Background: an optimization exercise with open tools, aiming at small area, a short achievable clock period and few clock cycles. Do not read the settings as production practice.
Power figures rest on the tool's default switching activity, not on a simulated workload.

==> inputs of 07-06 <==
// godmr_core
module godmr_core (
    input  wire        clk,
    input  wire        rst,           
    input  wire        req_valid,
    input  wire        req_write,
    input  wire [1:0]  req_size,      
    input  wire [11:0] req_addr,
    input  wire [31:0] req_wdata,
    output reg         resp_valid,
    output reg         resp_err,
    output reg  [31:0] resp_rdata,
    output wire [15:0] qr_code,       
    input  wire        qr_ok          
);
export LEC_CHECK = 0
export CAP_MARGIN = 20
export CORE_MARGIN = 2
export CORE_UTILIZATION = 40
export PLACE_DENSITY = 0.6
export SETUP_SLACK_MARGIN = 2.6
export SLEW_MARGIN = 20
create_clock -name core_clock -period 5.0 [get_ports {clk}]
run.sh (not shown) runs the stock make flow with config.mk's settings and CLKGATE_MAP_FILE= SYNTH_SCRIPT=/design/flow/synth_recipe.tcl, a recipe that flattens the netlist after the stock synthesis.
==> 05-14: changes against 07-06 <==
--- a/flow/design.v
+++ b/flow/design.v
@@ -57,13 +57,10 @@
                 default: flane = 3 - (k % 4);
             endcase
         end
     endfunction
     assign qr_code = emb_code;
-    reg        q_w;           
-    reg [6:0]  q_word;
-    reg [31:0] q_wd;
     wire [9:0] word = req_addr[11:2];
     wire size_ok = (req_size == 2'd2) && (req_addr[1:0] == 2'b00);
     reg mapped, ro, wo;
     always @* begin
         mapped = 1'b1;
@@ -130,14 +127,14 @@
             emb_len  <= 8'd16;
             emb_code <= {sync_hi[15:8], sync_lo[7:0]};
         end
     end
     wire [6:0] ra = word[6:0];
-    wire r_s  = req_valid & ~ra[6] & ~ra[5] & ~ra[4];   
-    wire r_f  = req_valid & ~ra[6] & ~ra[5] &  ra[4];   
-    wire r_p  = req_valid & ~ra[6] &  ra[5];            
-    wire r_w  = req_valid &  ra[6];                     
+    wire r_s  = ~ra[6] & ~ra[5] & ~ra[4];           
+    wire r_f  = ~ra[6] & ~ra[5] &  ra[4];           
+    wire r_p  = ~ra[6] &  ra[5];                    
+    wire r_w  =  ra[6];                             
     wire [3:0] ri = ra[3:0];
     reg [16:0] rs_f, rs_w;
     integer m;
     always @* begin
         rs_f = 17'd0;
@@ -152,20 +149,22 @@
                 4'h5: rs_f[6] = 1'b1;
                 4'h6: rs_f[7] = 1'b1;
                 default: ;
             endcase
         end
-        if (r_p && ri == 4'h8) rs_f[16] = 1'b1;
+        if (r_p)
+            for (m = 0; m < 9; m = m + 1)
+                if (ri == m) rs_f[8 + m] = 1'b1;
         if (r_w) begin
             case (ri)
                 4'h0: rs_w[0] = 1'b1;
                 4'h1: rs_w[2:1] = 2'b11;
                 4'h2: rs_w[4:3] = 2'b11;
                 4'h3: rs_w[6:5] = 2'b11;
                 4'h4: rs_w[7] = 1'b1;
-                4'hD: rs_w[16] = 1'b1;
-                default: ;
+                default: for (m = 5; m < 14; m = m + 1)
+                             if (ri == m) rs_w[m + 3] = 1'b1;
             endcase
         end
     end
     wire [16:0] s0  = (rs_f & ~fp) | (rs_w & ~wp);
     wire [16:0] s1  = (rs_f &  fp) | (rs_w &  wp);
@@ -173,25 +172,29 @@
     wire [16:0] sw0 = rs_w & ~wp, sw1 = rs_w & wp;
     wire [7:0] flags = fp[6] ? b1[15] : b0[15];
     wire [1:0] view_slot = {1'b0, flags[0]} + 2'd1;
     wire [31:0] f_view = {16'd0, flags[7:4], 2'b00, flags[3:2], 3'b000,
                           flags[1], 2'b00, view_slot};
-    reg [31:0] rd_frame;
+    reg [31:0] rd_lo, rd_hi;
     integer q;
     always @* begin
-        rd_frame = 32'd0;
-        for (q = 0; q < 53; q = q + 1) if (q < 20 || q == 52) begin
+        rd_lo = 32'd0;
+        rd_hi = 32'd0;
+        for (q = 0; q < 20; q = q + 1) begin
             if (flane(q) == 3 - (q % 4)) begin
-                rd_frame[8*(3 - (q % 4)) +: 8] = rd_frame[8*(3 - (q % 4)) +: 8] |
+                rd_lo[8*(3 - (q % 4)) +: 8] = rd_lo[8*(3 - (q % 4)) +: 8] |
                     ({8{s0[region(q)]}} & b0[q]) | ({8{s1[region(q)]}} & b1[q]);
             end else begin
-                rd_frame[8*flane(q) +: 8] = rd_frame[8*flane(q) +: 8] |
+                rd_lo[8*flane(q) +: 8] = rd_lo[8*flane(q) +: 8] |
                     ({8{sf0[region(q)]}} & b0[q]) | ({8{sf1[region(q)]}} & b1[q]);
-                rd_frame[8*(3 - (q % 4)) +: 8] = rd_frame[8*(3 - (q % 4)) +: 8] |
+                rd_lo[8*(3 - (q % 4)) +: 8] = rd_lo[8*(3 - (q % 4)) +: 8] |
                     ({8{sw0[region(q)]}} & b0[q]) | ({8{sw1[region(q)]}} & b1[q]);
             end
         end
+        for (q = 20; q < 53; q = q + 1)
+            rd_hi[8*(3 - (q % 4)) +: 8] = rd_hi[8*(3 - (q % 4)) +: 8] |
+                ({8{s0[region(q)]}} & b0[q]) | ({8{s1[region(q)]}} & b1[q]);
     end
     reg [31:0] rd_reg;
     always @* begin
         rd_reg = 32'd0;
         if (r_s) begin
@@ -210,107 +213,24 @@
         if (r_f && ri == 4'h7) rd_reg = f_view;
         if (r_f && ri == 4'h8) rd_reg = {16'd0, wlen};
     end
     reg [31:0] rd_a, rd_b;
     always @(posedge clk) begin
-        rd_a <= rd_frame;
-        rd_b <= rd_reg | ({32{rd_rf}} & ring_f) | ({32{rd_rw}} & ring_w);
+        rd_a <= rd_lo | rd_reg;
+        rd_b <= rd_hi;
     end
     always @* resp_rdata = rd_a | rd_b;
-    reg [31:0] rg0 [0:7];
-    reg [31:0] rg1 [0:7];
-    reg [2:0]  pw;         
-    reg [3:0]  pww;        
-    reg [2:0]  pw1;        
-    reg [3:0]  pww1;       
-    reg [3:0]  clr;        
-    reg        clr_done;   
-    reg        pend;       
-    reg        hit_pend;   
-    reg [2:0]  p_idx;      
-    reg        p_view;     
-    reg        p_write;    
-    wire rr_f = (word[9:3] == 7'b0000100);                        
-    wire rr_w = (word[9:4] == 6'b000100) && (word[3:0] >= 4'd5) &&
-                (word[3:0] <= 4'd12);                             
-    wire ring_req  = req_valid && size_ok && (rr_f || rr_w);
-    wire hit_now   = ring_req && clr_done &&
-                     (rr_f ? (word[2:0] == pw) : (word[3:0] == pww));
-    wire ring_wait = ring_req && !hit_now;
-    wire svc       = hit_now || hit_pend;
-    wire s_write   = hit_now ? req_write : p_write;
-    wire s_view    = hit_now ? rr_w : p_view;
-    reg cfp, cwp;
-    wire tgt = s_view ? ~cfp : ~cwp;
-    wire [31:0] ring_f = cfp ? rg1[7] : rg0[7];
-    wire [31:0] ring_w = cwp ? rg1[7] : rg0[7];
-    wire rd_rf = (hit_now && !req_write && rr_f) || (hit_pend && !p_write && !p_view);
-    wire rd_rw = (hit_now && !req_write && rr_w) || (hit_pend && !p_write &&  p_view);
-    wire [16:0] ring_onehot = {1'b0, 8'b1 << pw, 8'b0};
-    wire [16:0] rwf = (svc && s_write && !s_view) ? ring_onehot : 17'd0;
-    wire [16:0] rww = (svc && s_write &&  s_view) ? ring_onehot : 17'd0;
-    reg w_go, w_b1;
-    always @(posedge clk) begin
-        w_go <= !rst && svc && s_write;
-        w_b1 <= tgt;
-    end
-    wire zero_in = rst || !clr_done;
-    wire [31:0] wdz = q_wd & {32{~zero_in}};
-    wire we0 = zero_in || (w_go && !w_b1);
-    wire we1 = zero_in || (w_go &&  w_b1);
-    integer g;
-    always @(posedge clk) begin
-        rg0[0] <= rg0[7];
-        rg1[0] <= rg1[7];
-        rg0[1] <= we0 ? wdz : rg0[0];
-        rg1[1] <= we1 ? wdz : rg1[0];
-        for (g = 2; g < 8; g = g + 1) begin
-            rg0[g] <= rg0[g - 1];
-            rg1[g] <= rg1[g - 1];
-        end
-    end
-    wire [2:0] pw_nx    = pw1;
-    wire [2:0] pw_nx2   = pw1 + 3'd3;
-    wire       pend_nx  = ring_wait || (pend && !hit_pend);
-    wire [2:0] p_idx_nx = rr_f ? word[2:0] : (word[2:0] - 3'd5);
-    wire hp_new = ring_wait && (rr_f ? (word[2:0] == pw1) : (word[3:0] == pww1));
-    wire hp_old = pend && !hit_pend && (p_idx == pw1);
-    always @(posedge clk) begin
-        if (rst) begin
-            pw       <= 3'd0;
-            pww      <= 4'd5;
-            pw1      <= 3'd3;
-            pww1     <= 4'd8;
-            clr      <= 4'd8;
-            clr_done <= 1'b0;
-            pend     <= 1'b0;
-            hit_pend <= 1'b0;
-        end else begin
-            pw       <= pw1;
-            pww      <= pww1;
-            pw1      <= pw_nx2;
-            pww1     <= {1'b0, pw_nx2} + 4'd5;
-            if (!clr_done) clr <= clr - 4'd1;
-            clr_done <= (clr <= 4'd1);
-            pend     <= pend_nx;
-            hit_pend <= (hp_new || hp_old) && (clr <= 4'd1);
-        end
-        if (req_valid) begin
-            p_idx   <= p_idx_nx;
-            p_view  <= rr_w;
-            p_write <= req_write;
-        end
-    end
+    reg        q_w;           
+    reg [6:0]  q_word;
+    reg [31:0] q_wd;
     reg        q_cmd;         
     reg        q_ill;         
     reg        q_c9i, q_c9u, q_c9f, q_c16i, q_c16u, q_c16f, q_c32i, q_c32u, q_c32f;
     reg        q_parse, q_enc, q_dec;
     always @(posedge clk) begin
-        if (req_valid) begin
-            q_wd    <= req_wdata;
-            q_word  <= word[6:0];
-        end
+        q_wd    <= req_wdata;
+        q_word  <= word[6:0];
         q_w     <= wr_ok && !rst;
         q_cmd   <= is_cmd && !rst;
         q_ill   <= !legal;
         q_c9i   <= is_cmd && l_c9i;
         q_c9u   <= is_cmd && l_c9u;
@@ -348,58 +268,48 @@
                 4'h5: wr_f[6] = 1'b1;
                 4'h6: wr_f[7] = 1'b1;
                 default: ;
             endcase
         end
-        if (is_p && wi == 4'h8) wr_f[16] = 1'b1;
+        if (is_p)
+            for (j = 0; j < 9; j = j + 1)
+                if (wi == j) wr_f[8 + j] = 1'b1;
         if (is_w) begin
             case (wi)
                 4'h0: wr_w[0] = 1'b1;
                 4'h1: wr_w[2:1] = 2'b11;
                 4'h2: wr_w[4:3] = 2'b11;
                 4'h3: wr_w[6:5] = 2'b11;
                 4'h4: wr_w[7] = 1'b1;
-                4'hD: wr_w[16] = 1'b1;
-                default: ;
+                default: for (j = 5; j < 14; j = j + 1)
+                             if (wi == j) wr_w[j + 3] = 1'b1;
             endcase
         end
     end
-    wire [16:0] wf_all = wr_f | rwf;
-    wire [16:0] ww_all = wr_w | rww;
     wire [16:0] en0 = {17{rst}} | (wr_f & wp) | (wr_w & fp);
     wire [16:0] en1 = {17{rst}} | (wr_f & ~wp) | (wr_w & ~fp);
     genvar k;
     generate
         for (k = 0; k < 53; k = k + 1) begin : g_byte
-          if (k < 20 || k == 52) begin : g_static
             localparam integer R  = region(k);
             localparam integer FL = flane(k);
             localparam integer WL = 3 - (k % 4);
             wire [7:0] lane = (FL == WL) ? wd[8*WL +: 8] :
                               (q_word[6] ? wd[8*WL +: 8] : wd[8*FL +: 8]);
             always @(posedge clk) begin
                 if (en0[R]) b0[k] <= lane;
                 if (en1[R]) b1[k] <= lane;
             end
-          end
         end
     endgenerate
-    wire [16:0] fp_nx = (wf_all & ~wp) | (~wf_all & (dec_ok ? wp : fp));
-    wire [16:0] wp_nx = (ww_all & ~fp) | (~ww_all & (q_enc ? fp : wp));
-    wire [7:0]  fpr = fp[15:8];
-    wire [7:0]  wpr = wp[15:8];
-    always @(posedge clk) begin
-        cfp <= !rst && (dec_ok ? wpr[pw_nx] : fpr[pw_nx]);
-        cwp <= !rst && (q_enc  ? fpr[pw_nx] : wpr[pw_nx]);
-    end
     always @(posedge clk) begin
         if (rst) begin
             wp <= 17'd0;
             fp <= 17'd0;
         end else begin
-            fp <= fp_nx;
-            wp <= wp_nx;
+            fp <= (wr_f & ~wp) | (~wr_f & (dec_ok ? wp : fp));
+            wp <= (wr_w & ~fp) | (~wr_w & (q_enc ? fp : wp));
         end
     end
     always @(posedge clk) begin
         if (rst || (q_w && q_word == 7'h08)) sync_hi <= wd[15:0];
         if (rst || (q_w && q_word == 7'h09)) sync_lo <= wd;
@@ -473,17 +383,15 @@
             crc32      <= 32'd0;
             emb_cc     <= 4'd0;
             emb_lcss   <= 2'd0;
             emb_valid  <= 1'b0;
         end else begin
-            resp_valid <= (req_valid && !long_op && !ring_wait) || hit_pend;
+            resp_valid <= req_valid && !long_op;
             if (req_valid) begin
                 resp_err <= bus_error;
                 hold     <= long_op;
             end
-            if (hit_pend)
-                resp_err <= 1'b0;
             if (q_c9i)       crc9  <= 9'd0;
             else if (step9)  crc9  <= crc9_nx;
             if (q_c16i)      crc16 <= 16'd0;
             else if (step16) crc16 <= crc16_nx;
             if (q_c32i)      crc32 <= 32'd0;
- SETUP_SLACK_MARGIN: 2.6 -> 2.75
==> 01-17: changes against 07-06 <==
--- a/flow/design.v
+++ b/flow/design.v
@@ -114,21 +114,20 @@
     wire l_parse = o_32 && zz;
     wire l_enc  = o_41 && zz;
     wire l_dec  = o_42 && zz;
     wire legal  = l_c9i | l_c9u | l_c9f | l_c16i | l_c16u | l_c16f | l_c32i |
                   l_c32u | l_c32f | l_ext | l_parse | l_enc | l_dec;
-    wire long_op = is_cmd && ((l_c9f && cnt_gt8) || l_c16f || l_c32f);
+    wire long_op = is_cmd && ((l_c9f && cnt_gt8) || l_c16f || l_c32f || l_ext);
     wire w_emb = wr_ok && (word[6:0] == 7'h0A);
-    wire c_ext = is_cmd && l_ext;
     always @(posedge clk) begin
         if (rst) begin
             emb_len  <= 8'd0;
             emb_code <= 16'd0;
         end else if (w_emb) begin
             emb_len  <= req_wdata[31:24];
             emb_code <= req_wdata[15:0];
-        end else if (c_ext) begin
+        end else if (q_ext) begin
             emb_len  <= 8'd16;
             emb_code <= {sync_hi[15:8], sync_lo[7:0]};
         end
     end
     wire [6:0] ra = word[6:0];
@@ -301,11 +300,11 @@
         end
     end
     reg        q_cmd;         
     reg        q_ill;         
     reg        q_c9i, q_c9u, q_c9f, q_c16i, q_c16u, q_c16f, q_c32i, q_c32u, q_c32f;
-    reg        q_parse, q_enc, q_dec;
+    reg        q_parse, q_enc, q_dec, q_ext;
     always @(posedge clk) begin
         if (req_valid) begin
             q_wd    <= req_wdata;
             q_word  <= word[6:0];
         end
@@ -320,10 +319,11 @@
         q_c16f  <= is_cmd && l_c16f;
         q_c32i  <= is_cmd && l_c32i;
         q_c32u  <= is_cmd && l_c32u;
         q_c32f  <= is_cmd && l_c32f;
         q_parse <= is_cmd && l_parse;
+        q_ext   <= is_cmd && l_ext;
         q_enc   <= is_cmd && l_enc;
         q_dec   <= is_cmd && l_dec;
     end
     wire [7:0] q_dat = q_wd[23:16];
     wire [7:0] q_cnt = q_wd[15:8];
@@ -506,10 +506,15 @@
                     hold       <= 1'b0;
                     resp_valid <= 1'b1;
                     resp_err   <= 1'b0;
                 end
             end
+            if (q_ext) begin
+                hold       <= 1'b0;
+                resp_valid <= 1'b1;
+                resp_err   <= 1'b0;
+            end
             if (q_cmd) begin
                 if (q_ill)
                     status_err <= 3'd4;
                 else if (q_dec && !dec_ok)
                     status_err <= 3'd1;
==> 10-27: changes against 07-06 <==
--- a/flow/design.v
+++ b/flow/design.v
@@ -208,22 +208,16 @@
             endcase
         end
         if (r_f && ri == 4'h7) rd_reg = f_view;
         if (r_f && ri == 4'h8) rd_reg = {16'd0, wlen};
     end
-    reg [31:0] rd_a, rd_b;
-    always @(posedge clk) begin
-        rd_a <= rd_frame;
-        rd_b <= rd_reg | ({32{rd_rf}} & ring_f) | ({32{rd_rw}} & ring_w);
-    end
-    always @* resp_rdata = rd_a | rd_b;
+    always @(posedge clk) resp_rdata <= rd_frame | rd_reg | ({32{rd_rf}} & ring_f) |
+                                        ({32{rd_rw}} & ring_w);
     reg [31:0] rg0 [0:7];
     reg [31:0] rg1 [0:7];
     reg [2:0]  pw;         
     reg [3:0]  pww;        
-    reg [2:0]  pw1;        
-    reg [3:0]  pww1;       
     reg [3:0]  clr;        
     reg        clr_done;   
     reg        pend;       
     reg        hit_pend;   
     reg [2:0]  p_idx;      
@@ -237,64 +231,50 @@
                      (rr_f ? (word[2:0] == pw) : (word[3:0] == pww));
     wire ring_wait = ring_req && !hit_now;
     wire svc       = hit_now || hit_pend;
     wire s_write   = hit_now ? req_write : p_write;
     wire s_view    = hit_now ? rr_w : p_view;
+    wire [31:0] s_data = hit_now ? req_wdata : q_wd;
     reg cfp, cwp;
     wire tgt = s_view ? ~cfp : ~cwp;
+    wire wr_r0 = svc && s_write && !tgt;
+    wire wr_r1 = svc && s_write &&  tgt;
     wire [31:0] ring_f = cfp ? rg1[7] : rg0[7];
     wire [31:0] ring_w = cwp ? rg1[7] : rg0[7];
     wire rd_rf = (hit_now && !req_write && rr_f) || (hit_pend && !p_write && !p_view);
     wire rd_rw = (hit_now && !req_write && rr_w) || (hit_pend && !p_write &&  p_view);
     wire [16:0] ring_onehot = {1'b0, 8'b1 << pw, 8'b0};
     wire [16:0] rwf = (svc && s_write && !s_view) ? ring_onehot : 17'd0;
     wire [16:0] rww = (svc && s_write &&  s_view) ? ring_onehot : 17'd0;
-    reg w_go, w_b1;
-    always @(posedge clk) begin
-        w_go <= !rst && svc && s_write;
-        w_b1 <= tgt;
-    end
     wire zero_in = rst || !clr_done;
-    wire [31:0] wdz = q_wd & {32{~zero_in}};
-    wire we0 = zero_in || (w_go && !w_b1);
-    wire we1 = zero_in || (w_go &&  w_b1);
     integer g;
     always @(posedge clk) begin
-        rg0[0] <= rg0[7];
-        rg1[0] <= rg1[7];
-        rg0[1] <= we0 ? wdz : rg0[0];
-        rg1[1] <= we1 ? wdz : rg1[0];
-        for (g = 2; g < 8; g = g + 1) begin
+        for (g = 1; g < 8; g = g + 1) begin
             rg0[g] <= rg0[g - 1];
             rg1[g] <= rg1[g - 1];
         end
+        rg0[0] <= zero_in ? 32'd0 : (wr_r0 ? s_data : rg0[7]);
+        rg1[0] <= zero_in ? 32'd0 : (wr_r1 ? s_data : rg1[7]);
     end
-    wire [2:0] pw_nx    = pw1;
-    wire [2:0] pw_nx2   = pw1 + 3'd3;
+    wire [2:0] pw_nx    = pw + 3'd3;
     wire       pend_nx  = ring_wait || (pend && !hit_pend);
-    wire [2:0] p_idx_nx = rr_f ? word[2:0] : (word[2:0] - 3'd5);
-    wire hp_new = ring_wait && (rr_f ? (word[2:0] == pw1) : (word[3:0] == pww1));
-    wire hp_old = pend && !hit_pend && (p_idx == pw1);
+    wire [2:0] p_idx_nx = req_valid ? (rr_f ? word[2:0] : (word[2:0] - 3'd5)) : p_idx;
     always @(posedge clk) begin
         if (rst) begin
             pw       <= 3'd0;
             pww      <= 4'd5;
-            pw1      <= 3'd3;
-            pww1     <= 4'd8;
             clr      <= 4'd8;
             clr_done <= 1'b0;
             pend     <= 1'b0;
             hit_pend <= 1'b0;
         end else begin
-            pw       <= pw1;
-            pww      <= pww1;
-            pw1      <= pw_nx2;
-            pww1     <= {1'b0, pw_nx2} + 4'd5;
+            pw       <= pw_nx;
+            pww      <= {1'b0, pw_nx} + 4'd5;
             if (!clr_done) clr <= clr - 4'd1;
             clr_done <= (clr <= 4'd1);
             pend     <= pend_nx;
-            hit_pend <= (hp_new || hp_old) && (clr <= 4'd1);
+            hit_pend <= pend_nx && (clr <= 4'd1) && (p_idx_nx == pw_nx);
         end
         if (req_valid) begin
             p_idx   <= p_idx_nx;
             p_view  <= rr_w;
             p_write <= req_write;
==> comparison table <==
| quantity | 10-27 | 01-17 | 05-14 | 07-06 |
|---|---|---|---|---|
| Outcome | no timing/DRC/antenna violations | no timing/DRC/antenna violations | no timing/DRC/antenna violations | no timing/DRC/antenna violations |
| Combinational power share | 6.0% | 4.5% | 7.2% | 4.8% |
| Count of fill cells added during filler insertion | 9014 | 9046 | 9837 | 9024 |
| Static leakage | 20.1 nW | 18.1 nW | 22.0 nW | 18.9 nW |
| Total number of sequential cells | 1158 | 1199 | 1169 | 1198 |
| Inverters | 67 | 62 | 53 | 60 |
| Slowest-stage cell, CP | a222oi_1 | or4_4 | a222oi_1 | or4_4 |
| Arr. time, crit path | 3.39 ns | 3.37 ns | 3.13 ns | 3.50 ns |
| Crit path required time | 5.59 ns | 5.62 ns | 5.59 ns | 5.62 ns |
| Largest net degree at the start of global routing | 97 | 86 | 80 | 132 |
| Fraction of met3 tracks used by global routing | 7.56% | 4.43% | 7.14% | 5.39% |
| DRC violation total after the first TritonRoute iteration | 4931 | 3663 | 6719 | 3446 |
| Wire length of the first global-routing pass | 228000 µm | 194000 µm | 266000 µm | 200000 µm |
| Cell area after layout | 0.0555 mm² | 0.0515 mm² | 0.0633 mm² | 0.0531 mm² |
| Post-DP HPWL | 107000 µm | 91000 µm | 113000 µm | 89400 µm |
Function was not checked in any run of this note: the RTL went through the layout flow alone.

## afterwards: timing with drivers on the ports
The results above use ideal ports. As a check the final layouts listed here were re-extracted and re-timed, cells and wires unchanged.
Step 1 assumes that a clkbuf_16 drives the clock port and a buf_2 every other input.
Step 2 also shifts input and output timing later by t, the mid clock arrival at the registers, as if the neighbouring blocks saw the same clock.
Slacks: ideal / step 1 / step 2; pairs: ideal / step 1.
| run | shift t [ns] | setup WS [ns] | clock arrival spread, ns | worst register clock-pin slew, ns | worst slew at a driven data input, ns |
|---|---|---|---|---|---|
| 07-06 | 0.775 | 2.119 / 2.100 / 1.325 | 0.040 / 0.040 | 0.07 / 0.07 | 0.12 |
| 05-14 | 0.796 | 2.464 / 2.343 / 1.547 | 0.051 / 0.050 | 0.07 / 0.07 | 0.25 |
| 01-17 | 0.769 | 2.255 / 2.287 / 1.518 | 0.029 / 0.030 | 0.07 / 0.07 | 0.07 |
| 10-27 | 0.783 | 2.207 / 2.225 / 1.442 | 0.064 / 0.064 | 0.07 / 0.07 | 0.21 |
After both steps every run listed still meets setup and hold. The setup slack of 05-14, which loses most, moves by -0.121 ns with the drivers and by -0.917 ns with both steps.
